This is an optimization exercise on Yosys and OpenROAD, whose aim is small area, a short achievable clock period and few clock cycles per item, not a production implementation.
At most, simulation tests tie the RTL to the original design; equivalence was not proved.
Power and IR drop assume default switching activity.

== run B ==
// k7ce
module k7ce (
    input  wire        clk,
    input  wire        rst,         
    input  wire        cmd_valid,
    output reg         cmd_ready,
    input  wire [15:0] cmd_word,
    output reg         out_valid,
    input  wire        out_ready,
    output reg  [7:0]  out_byte,
    output wire [1:0]  st,
    output wire [7:0]  err,
    output wire        fault
);
export LEC_CHECK = 0
export CAP_MARGIN = 20
export CORE_MARGIN = 2
export CORE_UTILIZATION = 60
export CTS_CLUSTER_DIAMETER = 100
export CTS_CLUSTER_SIZE = 22
export PLACE_DENSITY = 0.75
export SETUP_SLACK_MARGIN = 5
export SLEW_MARGIN = 20
create_clock -name core_clock -period 8.0 [get_ports {clk}]
run.sh (not shown) runs the stock make flow with config.mk's settings and CLKGATE_MAP_FILE= SYNTH_SCRIPT=/design/flow/synth_recipe.tcl, a recipe that flattens the netlist after the stock synthesis.
For run C, these inputs were changed with respect to run B:
--- a/flow/design.v
+++ b/flow/design.v
@@ -149,25 +149,25 @@
     always @(posedge clk) begin
         ring <= {ring[5*KEY_MAX-6:0], ring[5*KEY_MAX-1 -: 5]};
         for (i = 0; i < WPORTS; i = i + 1)
             if (pstore && wpos == i)
                 ring[5*i +: 5] <= arg_r[4:0];
     end
     wire [4:0] rd   = ring[5*qp +: 5];
     wire       wrap = (qp == wpos);    
     wire       ld   = do_start | do_data;
     always @(posedge clk) begin
         p0n <= (pstore & kempty) ? 8'd1 : p0n + 8'd1;
         if (ld)
-            tap <= rd ^ {5{mode}};
+            tap <= rd;
         if (ex_idle & is_start)
             qp <= (pstore & kempty) ? 8'd0 : p0n;
         else if (ld)
             qp <= wrap ? p0n : qp;
         else
             qp <= qp + 8'd1;
     end
     wire       kempty_n = clr | (kempty & ~pstore);
     wire [7:0] wpos_n   = clr ? 8'd0 : (kempty | pstore) ? wpos : wpos + 8'd1;
     wire [7:0] p0n_n    = (pstore & kempty) ? 8'd1 : p0n + 8'd1;
     wire       wok_n    = (wpos_n < WPORTS);
     wire [7:0] wpos_c   = (kempty | pstore) ? wpos : wpos + 8'd1;
@@ -211,25 +211,25 @@
             for (k = 0; k <= j; k = k + 1)
                 lfsr_next[j] = lfsr_next[j] ^ (u[j-k] & w[k]);
         end
     end
     always @(posedge clk)
         u <= uc;
     always @(posedge clk) begin
         if (ex_idle & is_start)
             lfsr <= seed;
         else if (ex_run & is_data)
             lfsr <= lfsr_next;
     end
-    wire [7:0] ysum = arg_r + {{3{mode}}, tap};
+    wire [7:0] ysum = arg_r + {{3{mode}}, tap ^ {5{mode}}};
     wire [7:0] y    = mode ? ysum : (ysum ^ ks_r);
     wire pop = out_valid & out_ready;
     wire       q0v = pop ? v1 : out_valid;
     wire       q1v = pop ? v2 : v1;
     wire       q2v = pop ? 1'b0 : v2;
     wire [7:0] q0b = pop ? b1 : out_byte;
     wire [7:0] q1b = pop ? b2 : b1;
     wire v1_n = ~rst & (q1v | (q0v & do_data));
     wire v2_n = ~rst & (q2v | (q1v & do_data));
     always @(posedge clk) begin
         out_valid <= ~rst & (q0v | do_data);
         v1        <= v1_n;
Findings:
Compared with run B, run C shows maximum frequency higher by 12 MHz. Run C vs run B on cell count: run C is the lower one. Sequential power share: run B and run C compared, higher one is run C. Between run B and run C, the routing usage on met3 is higher for run B. Compared with run B, run C improves overall die area. In the flow results for run B and run C, the wire length reported by the detailed router is larger on run B. Run C vs run B: clock period minus final worst setup slack down in run C.
No functional check of the RTL was part of any run of this note.

---

Setup of the reference run:
Another version of the RTL of k7ce (not shown whole).
Size: ~3200 cells after synthesis, ~1400 flip-flops, ~41000 µm² of cells after synthesis.
clock: 8.0 ns
lec_check: 0
cap_margin: 20
core_margin: 2
core_utilization: 60
cts_cluster_diameter: 100
cts_cluster_size: 26
place_density: 0.75
setup_slack_margin: 5
slew_margin: 20
[inputs] the trial run vs the reference run
--- a/flow/design.v
+++ b/flow/design.v
@@ -25,19 +25,18 @@
     reg [7:0] taps;
     reg       tapbad;
     reg       kempty;       
     reg       keyovf;
     reg       keybad;
     reg [7:0] wpos;         
     reg [7:0] p0n;          
     reg [7:0] qp;           
-    reg [7:0] qa;           
-    reg [7:0] qb;           
-    reg [3:0] qc;           
+    reg [15:0] qlo;         
+    reg [15:0] qhi;         
     reg       wok;          
     reg       kfull;        
     reg       do_push, do_data, do_start;
     reg       pwait;        
     reg [7:0] arg_r;        
     reg [7:0] ks_r;         
     reg [5*KEY_MAX-1:0] ring;
     reg [4:0] tap;          
@@ -128,17 +127,17 @@
     always @(posedge clk) begin
         if (ex_idle & is_setshift)
             shift5 <= arg[4:0];
         if (s_idle)
             mode <= op[0];
     end
     wire do_push_n  = ~rst & (pwait | (ex_idle & is_keypush));
     wire pop   = out_valid & out_ready;
-    wire stall = do_data & v1;
+    wire stall = do_data & v1 & ~pop;
     wire go    = do_data & ~stall;
     wire do_data_n  = ~rst & (stall | (ex_run & is_data));
     wire [7:0] soff = mode ? 8'd2 - {3'b000, shift5} : {3'b000, shift5} - 8'd1;
     wire [7:0] ks   = {lfsr[0], lfsr[1], lfsr[2], lfsr[3],
                        lfsr[4], lfsr[5], lfsr[6], lfsr[7]};
     wire       rrun = s_run & mode;
     always @(posedge clk) begin
         if (!stall)
@@ -151,48 +150,41 @@
     end
     integer i;
     always @(posedge clk) begin
         ring <= {ring[5*KEY_MAX-6:0], ring[5*KEY_MAX-1 -: 5]};
         for (i = 0; i < WPORTS; i = i + 1)
             if (pstore && wpos == i)
                 ring[5*i +: 5] <= arg_r[4:0];
     end
-    reg [5*KEY_MAX/8-1:0]  l1;
-    reg [5*KEY_MAX/64-1:0] l2;
+    reg [5*KEY_MAX/16-1:0] grp;
     reg [4:0] rd;
     integer g, m;
     always @(*) begin
-        for (g = 0; g < KEY_MAX/8; g = g + 1) begin
-            l1[5*g +: 5] = 5'd0;
-            for (m = 0; m < 8; m = m + 1)
-                l1[5*g +: 5] = l1[5*g +: 5] | (ring[5*(8*g+m) +: 5] & {5{qa[m]}});
-        end
-        for (g = 0; g < KEY_MAX/64; g = g + 1) begin
-            l2[5*g +: 5] = 5'd0;
-            for (m = 0; m < 8; m = m + 1)
-                l2[5*g +: 5] = l2[5*g +: 5] | (l1[5*(8*g+m) +: 5] & {5{qb[m]}});
+        for (g = 0; g < KEY_MAX/16; g = g + 1) begin
+            grp[5*g +: 5] = 5'd0;
+            for (m = 0; m < 16; m = m + 1)
+                grp[5*g +: 5] = grp[5*g +: 5] | (ring[5*(16*g+m) +: 5] & {5{qlo[m]}});
         end
         rd = 5'd0;
-        for (g = 0; g < 4; g = g + 1)
-            rd = rd | (l2[5*g +: 5] & {5{qc[g]}});
+        for (g = 0; g < KEY_MAX/16; g = g + 1)
+            rd = rd | (grp[5*g +: 5] & {5{qhi[g]}});
     end
     wire       wrap = (qp == wpos);    
     wire       ld   = do_start | go;
     wire [7:0] qp_n = s_idle ? ((pstore & kempty) ? 8'd0 : p0n) :
                       ld     ? (wrap ? p0n : qp) :
                                qp + 8'd1;
     always @(posedge clk) begin
         p0n <= (pstore & kempty) ? 8'd1 : p0n + 8'd1;
         if (ld)
             tap <= rd;
         qp  <= qp_n;
-        qa  <= 8'd1 << qp_n[2:0];
-        qb  <= 8'd1 << qp_n[5:3];
-        qc  <= 4'd1 << qp_n[7:6];
+        qlo <= 16'd1 << qp_n[3:0];
+        qhi <= 16'd1 << qp_n[7:4];
     end
     wire       kempty_n = clr | (kempty & ~pstore);
     wire [7:0] wpos_n   = clr ? 8'd0 : (kempty | pstore) ? wpos : wpos + 8'd1;
     wire [7:0] p0n_n    = (pstore & kempty) ? 8'd1 : p0n + 8'd1;
     wire       wok_n    = (wpos_n < WPORTS);
     wire [7:0] wpos_c   = (kempty | pstore) ? wpos : wpos + 8'd1;
     wire       wok_c    = (wpos_c < WPORTS);   
     wire       kfull_n  = ~kempty_n & (wpos_n == p0n_n);
@@ -208,16 +200,17 @@
             keybad <= 1'b0;
         end else begin
             if (do_push & kfull)
                 keyovf <= 1'b1;
             if (pstore & ~is_alpha(arg_r))
                 keybad <= 1'b1;
         end
     end
+    reg [7:0] u;
     reg [7:0] uc;
     reg [7:0] w;
     reg [7:0] lfsr_next;
     integer   j, k, q;
     always @(*) begin
         uc = 8'd1;
         for (j = 1; j < 8; j = j + 1) begin
             uc[j] = 1'b0;
@@ -227,19 +220,21 @@
         for (j = 0; j < 8; j = j + 1) begin
             w[j] = 1'b0;
             for (k = j; k < 8; k = k + 1)
                 w[j] = w[j] ^ (taps[7+j-k] & lfsr[k]);
         end
         for (j = 0; j < 8; j = j + 1) begin
             lfsr_next[j] = 1'b0;
             for (k = 0; k <= j; k = k + 1)
-                lfsr_next[j] = lfsr_next[j] ^ (uc[j-k] & w[k]);
-        end
-    end
+                lfsr_next[j] = lfsr_next[j] ^ (u[j-k] & w[k]);
+        end
+    end
+    always @(posedge clk)
+        u <= uc;
     always @(posedge clk) begin
         if (take & s_idle & is_setseed)
             lfsr <= arg;
         else if (take & s_run)
             lfsr <= lfsr_next;
     end
     wire [7:0] ysum = arg_r + {{3{mode}}, tap ^ {5{mode}}};
     wire [7:0] y    = mode ? ysum : (ysum ^ ks_r);
==> comparison <==
- When the final numbers for the reference run and the trial run were put side by side, the switching power summed over all nets turned out to be smaller in the trial run.
- Higher global-route usage goes to the trial run over the reference run.
- Looking at minimum period implied by the final worst setup slack, the trial run sits below the reference run.
- Between the trial run and the reference run, the sequential share of cell area figures differ only marginally.
- Post-CTS setup buffer count (higher): the trial run
- Compared to the reference run, the trial run has core region area 1.2% higher.
- Share of total power consumed by net switching ends up higher on the reference run.
Testbench counts of the trial run, summed over its fixed seeds: cycles 65,243, bytes 28,492.
For the reference run, only the layout was checked, not whether the RTL still works.

==> what the ideal ports hide <==
The results above use ideal ports. As a check the final layouts listed here were re-extracted and re-timed, cells and wires unchanged. Step 1: set_driving_cell puts a clkbuf_16 on clk and a buf_2 on each other input, an assumption about the parent block. Step 2, shift: input delay + t, output delay - t, t = (earliest + latest rising clock arrival at the registers) / 2. This alone moves slack from input paths to output paths. Three values: no drivers, after step 1, after step 2; two values: the first two.
run | t (ns) | slack for setup (ns) | hold WS [ns] | slew at the worst register clock pin (ns)
run B | 0.712 | 4.828 / 4.833 / 4.152 | 0.324 / 0.324 / 0.324 | 0.10 / 0.10
run C | 0.680 | 4.940 / 4.940 / 4.324 | 0.337 / 0.337 / 0.337 | 0.10 / 0.10
the reference run | 0.728 | 4.928 / 4.928 / 4.336 | 0.335 / 0.335 / 0.335 | 0.11 / 0.11
the trial run | 0.746 | 4.974 / 4.967 / 4.277 | 0.318 / 0.318 / 0.318 | 0.11 / 0.11
After both steps setup and hold are still met in every run listed. The setup slack of the trial run, which loses most, moves by -0.007 ns with the drivers and by -0.697 ns with both steps.
